What follows belongs to an exercise in optimizing a design on an open flow for small area; a production flow would make more cautious choices.
The RTL was checked by simulation tests, not by an equivalence proof against the original design.
The clock port is modelled as an ideal driver; clocking choices that lean on that would not hold on a real chip.
No activity file was given, so power comes from the tool's default toggle rates.

## vwradio_cmd
module vwradio_cmd (
    input  wire       clk,
    input  wire       rst,
    input  wire       rx_valid,
    input  wire [7:0] rx_data,
    output wire       rx_ready,
    input  wire       tick,
    output wire       tx_valid,
    output wire [7:0] tx_data,
    output wire       tx_last,
    input  wire       tx_ready,
    output reg  [1:0] led,
    output reg        co_valid,
    output reg  [1:0] co_kind,
    output reg  [7:0] co_data
);
    localparam [10:0] AGE_0      = 11'd1;
    localparam [10:0] AGE_T_IDLE = 11'd1257;
    localparam [7:0] ACK_BYTE = 8'h06;
    localparam [7:0] NAK_BYTE = 8'h15;
    localparam [1:0] AREA_DISPLAY = 2'd0;
    localparam [1:0] AREA_PICTO   = 2'd1;
    localparam [1:0] AREA_CHARGEN = 2'd2;
    localparam [1:0] AREA_NONE    = 2'd3;
    localparam [3:0] C_NAK  = 4'd0;
    localparam [3:0] C_ECHO = 4'd1;
    localparam [3:0] C_LED  = 4'd2;
    localparam [3:0] C_RSR  = 4'd3;    
    localparam [3:0] C_ACK  = 4'd4;    
    localparam [3:0] C_UR   = 4'd5;    
    localparam [3:0] C_UD   = 4'd6;    
    localparam [3:0] C_US   = 4'd7;    
    localparam [3:0] C_FC   = 4'd8;    
    localparam [3:0] C_FS   = 4'd9;    
    localparam [3:0] C_RST  = 4'd10;   
    localparam [3:0] S_IDLE  = 4'd0;
  ...
clock: 10.0 ns
lec_check: 0
abc_area: 1
cap_margin: 20
core_margin: 2
core_utilization: 60
place_density: 0.7
slew_margin: 20
standard.sh (not shown) runs the stock make flow with config.mk's settings and CLKGATE_MAP_FILE= SYNTH_SCRIPT=/design/flow/synth_recipe.tcl, a recipe that flattens the netlist after the stock synthesis.
==> flow/flow/run.sh <==
#!/bin/bash
# Layout flow: the standard layout (standard.sh, with its unchanged synthesis), except
#  - the port buffers are the smallest buffer cell.
# Each tool's output goes to a log of its own in this folder (ORFS steps also log under orfs/logs/).
set -euo pipefail
here=$(pwd)
export BUFFER_PORTS_ARGS="-buffer_cell sky130_fd_sc_hd__buf_1"
bash standard.sh place > flow_place.log 2>&1

base="-sink_clustering_enable -repair_clock_nets -dont_use_dummy_load"
export TRY_DIR=$here/orfs/results/sky130hd/vwradio_cmd/base
export MIN_ROUTING_LAYER=met1 MAX_ROUTING_LAYER=met5 MIN_CLK_ROUTING_LAYER=met3
cfgs=("16 36 150" "16 32 120" "16 32 100" "16 30 100" "16 30 80" "16 28 100" "16 28 80" "16 26 100"
      "16 26 80" "16 24 100" "16 24 80" "16 22 80" "16 22 100" "16 20 100" "16 20 80" "16 18 80")
par=${NUM_CORES:-4}
i=0
for cfg in "${cfgs[@]}"; do
  set -- $cfg
  i=$((i + 1))
  TRY_CTS_ARGS="$base -buf_list sky130_fd_sc_hd__clkbuf_$1 -sink_clustering_size $2 -sink_clustering_max_diameter $3" \
    openroad -no_init -threads 1 -exit flow/cts_try.tcl > cts_try_$i.log 2>&1 &
  if (( i % par == 0 )); then wait; fi
done
wait
chosen=""
best=""
i=0
for cfg in "${cfgs[@]}"; do
  set -- $cfg
  i=$((i + 1))
  args="$base -buf_list sky130_fd_sc_hd__clkbuf_$1 -sink_clustering_size $2 -sink_clustering_max_diameter $3"
  res=$(grep TRY_RESULT cts_try_$i.log | tail -1 || true)
  echo "clkbuf_$1 size $2 diameter $3: $res" >> cts_try_summary.log
  slew=$(echo "$res" | awk '{print $2}')
  area=$(echo "$res" | awk '{print $3}')
  tree=$(echo "$res" | awk '{print $4}')
  if [[ -n "$slew" && -n "$tree" ]] && awk -v s="$slew" -v t="$tree" 'BEGIN{exit !(s < 0.122 && t < 0.35)}'; then
    if [[ -z "$best" ]] || awk -v a="$area" -v b="$best" 'BEGIN{exit !(a < b)}'; then
      best="$area"
      chosen="$args"
    fi
  fi
done
if [[ -z "$chosen" ]]; then
  chosen="$base -buf_list sky130_fd_sc_hd__clkbuf_16 -sink_clustering_size 12 -sink_clustering_max_diameter 50"
fi
echo "chosen: $chosen" >> cts_try_summary.log
export CTS_ARGS="$chosen"
bash standard.sh finish > flow_finish.log 2>&1
==> flow/flow/cts_try.tcl <==
# Trial clock tree on the placed design, in memory only (nothing is written):
# runs CTS with $::env(TRY_CTS_ARGS), legalizes, global-routes, and prints the
# largest flip-flop clock-pin slew and the clock buffer area.
set pf $::env(FLOW_HOME)/platforms/sky130hd
read_liberty $pf/lib/sky130_fd_sc_hd__tt_025C_1v80.lib
read_lef $pf/lef/sky130_fd_sc_hd.tlef
read_lef $pf/lef/sky130_fd_sc_hd_merged.lef
read_db $::env(TRY_DIR)/3_place.odb
read_sdc $::env(TRY_DIR)/3_place.sdc
source $pf/setRC.tcl
eval clock_tree_synthesis $::env(TRY_CTS_ARGS)
set_propagated_clock [all_clocks]
detailed_placement
source $pf/fastroute.tcl
global_route -congestion_iterations 30
estimate_parasitics -global_routing
set mx 0
foreach pin [all_registers -clock_pins -edge_triggered] {
  foreach e {rise fall} { foreach a {min max} {
    set s [get_property $pin slew_${a}_$e]
    if {$s > $mx} {set mx $s}
  }}
}
set ar 0
foreach inst [[ord::get_db_block] getInsts] {
  set m [$inst getMaster]
  if {[string match *clkbuf* [$m getName]]} { set ar [expr {$ar + [$m getWidth]*[$m getHeight]/1e6}] }
}
set mall 0
foreach net [get_nets -hierarchical *clk*] { foreach pin [get_pins -of_objects $net -filter "direction == input"] { set s [get_property $pin slew_max_rise]; if {$s > $mall} {set mall $s} } }
puts "TRY_RESULT $mx $ar $mall"
Change:
--- a/flow/flow/run.sh
+++ b/flow/flow/run.sh
@@ -36,3 +36,3 @@
   tree=$(echo "$res" | awk '{print $4}')
-  if [[ -n "$slew" && -n "$tree" ]] && awk -v s="$slew" -v t="$tree" 'BEGIN{exit !(s < 0.122 && t < 0.35)}'; then
+  if [[ -n "$slew" && -n "$tree" ]] && awk -v s="$slew" -v t="$tree" 'BEGIN{exit !(s < 0.120 && t < 0.35)}'; then
     if [[ -z "$best" ]] || awk -v a="$area" -v b="$best" 'BEGIN{exit !(a < b)}'; then
Combinational power barely changes.
Cell area increases by 0.32%.
Cell count hardly moves.
Hold slack is worse by 7.7 ps.
Area after synthesis does not change.
Via count is about the same.
Flip-flop and latch count stays the same.
Setup slack is worse by 29 ps.
Wire length is about the same.
Clock skew is about the same.
Change:
==> flow/flow/run.sh (replaced) <==
#!/bin/bash
# Layout flow: the standard layout (standard.sh, with its unchanged synthesis), except
#  - the port buffers are the smallest buffer cell.
# Each tool's output goes to a log of its own in this folder (ORFS steps also log under orfs/logs/).
set -euo pipefail
here=$(pwd)
export BUFFER_PORTS_ARGS="-buffer_cell sky130_fd_sc_hd__buf_1"
bash standard.sh place > flow_place.log 2>&1

base="-sink_clustering_enable -repair_clock_nets -dont_use_dummy_load -buf_list sky130_fd_sc_hd__clkbuf_16"
export TRY_DIR=$here/orfs/results/sky130hd/vwradio_cmd/base
export MIN_ROUTING_LAYER=met1 MAX_ROUTING_LAYER=met5 MIN_CLK_ROUTING_LAYER=met3
chosen=""
best=""
n=0
for cfg in "36 150" "32 120" "30 100" "28 100" "28 80" "26 100" "26 80" "24 100" "24 80" "22 80" "20 100"; do
  set -- $cfg
  n=$((n + 1))
  args="$base -sink_clustering_size $1 -sink_clustering_max_diameter $2"
  TRY_CTS_ARGS="$args" openroad -no_init -threads ${NUM_CORES:-4} -exit flow/cts_try.tcl > cts_try_$n.log 2>&1 || true
  res=$(grep TRY_RESULT cts_try_$n.log | tail -1 || true)
  echo "size $1 diameter $2: $res" >> cts_try_summary.log
  slew=$(echo "$res" | awk '{print $2}')
  area=$(echo "$res" | awk '{print $3}')
  if [[ -n "$slew" ]] && awk -v s="$slew" 'BEGIN{exit !(s < 0.115)}'; then
    if [[ -z "$best" ]] || awk -v a="$area" -v b="$best" 'BEGIN{exit !(a < b)}'; then
      best="$area"
      chosen="$args"
    fi
  fi
done
if [[ -z "$chosen" ]]; then
  chosen="$base -sink_clustering_size 12 -sink_clustering_max_diameter 50"
fi
echo "chosen: $chosen" >> cts_try_summary.log
export CTS_ARGS="$chosen"
bash standard.sh finish > flow_finish.log 2>&1
--- a/flow/flow/cts_try.tcl
+++ b/flow/flow/cts_try.tcl
@@ -28,4 +28,2 @@
 }
-set mall 0
-foreach net [get_nets -hierarchical *clk*] { foreach pin [get_pins -of_objects $net -filter "direction == input"] { set s [get_property $pin slew_max_rise]; if {$s > $mall} {set mall $s} } }
-puts "TRY_RESULT $mx $ar $mall"
+puts "TRY_RESULT $mx $ar"
CORE_UTILIZATION = 70   (was 60)
PLACE_DENSITY = 0.8   (was 0.7)
The new run finished with timing, DRC and antenna clean.
Core utilization rises by 11 points.
Total power rises by about 4%.
Cell count goes down by 3.5%.
Area after synthesis stays the same.
Wire length is higher by 40%.
Clock-buffer cell count increases by 23.
Combinational power went up by 2.9%.
First-iteration DRC count goes up by 64%.
Global-route usage rose by 11 points.
Fmax shrinks by 1.2%.
Change:
==> flow/flow/run.sh (replaced) <==
#!/bin/bash
# Layout flow: the standard layout (standard.sh, with its unchanged synthesis), except
#  - the port buffers are the smallest buffer cell.
# Each tool's output goes to a log of its own in this folder (ORFS steps also log under orfs/logs/).
set -euo pipefail
here=$(pwd)
export BUFFER_PORTS_ARGS="-buffer_cell sky130_fd_sc_hd__buf_1"
bash standard.sh place > flow_place.log 2>&1

base="-sink_clustering_enable -repair_clock_nets -dont_use_dummy_load"
export TRY_DIR=$here/orfs/results/sky130hd/vwradio_cmd/base
export MIN_ROUTING_LAYER=met1 MAX_ROUTING_LAYER=met5 MIN_CLK_ROUTING_LAYER=met3
cfgs=("16 36 150" "16 32 120" "16 32 100" "16 30 100" "16 30 80" "16 28 100" "16 28 80" "16 26 100"
      "16 26 80" "16 24 100" "16 24 80" "16 22 80" "16 22 100" "16 20 100" "16 20 80" "16 18 80")
par=${NUM_CORES:-4}
i=0
for cfg in "${cfgs[@]}"; do
  set -- $cfg
  i=$((i + 1))
  TRY_CTS_ARGS="$base -buf_list sky130_fd_sc_hd__clkbuf_$1 -sink_clustering_size $2 -sink_clustering_max_diameter $3" \
    openroad -no_init -threads 1 -exit flow/cts_try.tcl > cts_try_$i.log 2>&1 &
  if (( i % par == 0 )); then wait; fi
done
wait
chosen=""
best=""
i=0
for cfg in "${cfgs[@]}"; do
  set -- $cfg
  i=$((i + 1))
  args="$base -buf_list sky130_fd_sc_hd__clkbuf_$1 -sink_clustering_size $2 -sink_clustering_max_diameter $3"
  res=$(grep TRY_RESULT cts_try_$i.log | tail -1 || true)
  echo "clkbuf_$1 size $2 diameter $3: $res" >> cts_try_summary.log
  slew=$(echo "$res" | awk '{print $2}')
  area=$(echo "$res" | awk '{print $3}')
  tree=$(echo "$res" | awk '{print $4}')
  if [[ -n "$slew" && -n "$tree" ]] && awk -v s="$slew" -v t="$tree" 'BEGIN{exit !(s < 0.120 && t < 0.35)}'; then
    if [[ -z "$best" ]] || awk -v a="$area" -v b="$best" 'BEGIN{exit !(a < b)}'; then
      best="$area"
      chosen="$args"
    fi
  fi
done
if [[ -z "$chosen" ]]; then
  chosen="$base -buf_list sky130_fd_sc_hd__clkbuf_16 -sink_clustering_size 12 -sink_clustering_max_diameter 50"
fi
echo "chosen: $chosen" >> cts_try_summary.log
export CTS_ARGS="$chosen"
bash standard.sh finish > flow_finish.log 2>&1
--- a/flow/flow/cts_try.tcl
+++ b/flow/flow/cts_try.tcl
@@ -28,2 +28,4 @@
 }
-puts "TRY_RESULT $mx $ar"
+set mall 0
+foreach net [get_nets -hierarchical *clk*] { foreach pin [get_pins -of_objects $net -filter "direction == input"] { set s [get_property $pin slew_max_rise]; if {$s > $mall} {set mall $s} } }
+puts "TRY_RESULT $mx $ar $mall"
CORE_UTILIZATION = 55   (was 70)
PLACE_DENSITY = 0.65   (was 0.8)
Outcome:
- The changed run finished clean
- hold slack is worse by 8.9 ps
- setup slack improved by 94 ps
- combinational power shrinks by about 4.6%
- area after synthesis stays the same
- power fell by 2.8%
- cell count rose by about 6%
- register-to-register slack is better by 220 ps
- clock-buffer cell count fell by 12
Change:
--- a/flow/flow/run.sh
+++ b/flow/flow/run.sh
@@ -36,3 +36,3 @@
   tree=$(echo "$res" | awk '{print $4}')
-  if [[ -n "$slew" && -n "$tree" ]] && awk -v s="$slew" -v t="$tree" 'BEGIN{exit !(s < 0.120 && t < 0.35)}'; then
+  if [[ -n "$slew" && -n "$tree" ]] && awk -v s="$slew" -v t="$tree" 'BEGIN{exit !(s < 0.116 && t < 0.35)}'; then
     if [[ -z "$best" ]] || awk -v a="$area" -v b="$best" 'BEGIN{exit !(a < b)}'; then
CORE_UTILIZATION = 60   (was 55)
PLACE_DENSITY = 0.7   (was 0.65)
What happened:
- cell area stays flat
- core utilization came out higher by 4.9 points
- clock power is lower slightly
- via count rose slightly
- synthesized cell count is unchanged
Change:
--- a/flow/flow/run.sh
+++ b/flow/flow/run.sh
@@ -36,3 +36,3 @@
   tree=$(echo "$res" | awk '{print $4}')
-  if [[ -n "$slew" && -n "$tree" ]] && awk -v s="$slew" -v t="$tree" 'BEGIN{exit !(s < 0.116 && t < 0.35)}'; then
+  if [[ -n "$slew" && -n "$tree" ]] && awk -v s="$slew" -v t="$tree" 'BEGIN{exit !(s < 0.128 && t < 0.35)}'; then
     if [[ -z "$best" ]] || awk -v a="$area" -v b="$best" 'BEGIN{exit !(a < b)}'; then
Outcome: Total power is lower by 2.6%. Global-route usage is lower by 0.38 points. Register-to-register slack gets better by 40 ps. Sequential power hardly moves. Die area does not change.

## port drivers added, routing unchanged
The results above use ideal ports. As a check the final layouts listed here were re-extracted and re-timed, cells and wires unchanged.
Step 1 assumes that a clkbuf_16 drives the clock port and a buf_2 every other input.
Step 2 times the ports against the registers' clock, not the clock port: input delays grow and output delays shrink by t, the midpoint of the rising clock arrivals with the driver on.
Three values: no drivers, after step 1, after step 2; two values: the first two.
| run | t, ns | slack for setup (ns) | hold WS [ns] | cell pins on the clock port's net |
|---|---|---|---|---|
| the first run | 0.791 | 3.194 / 3.152 / 3.152 | 0.264 / 0.264 / 0.264 | 1 |
| the second run | 0.800 | 3.165 / 3.123 / 3.123 | 0.256 / 0.256 / 0.256 | 1 |
| the third run | 0.839 | 3.083 / 3.042 / 3.042 | 0.280 / 0.280 / 0.280 | 1 |
| the fourth run | 0.802 | 3.177 / 3.129 / 3.129 | 0.271 / 0.271 / 0.271 | 1 |
| the fifth run | 0.814 | 3.153 / 3.113 / 3.113 | 0.245 / 0.245 / 0.245 | 1 |
| the sixth run | 0.767 | 3.187 / 3.149 / 3.149 | 0.264 / 0.264 / 0.264 | 1 |
After both steps every run listed still meets setup and hold. For the fourth run, which loses most, drivers alone change the setup slack by -0.048 ns; drivers and shift together by -0.048 ns.
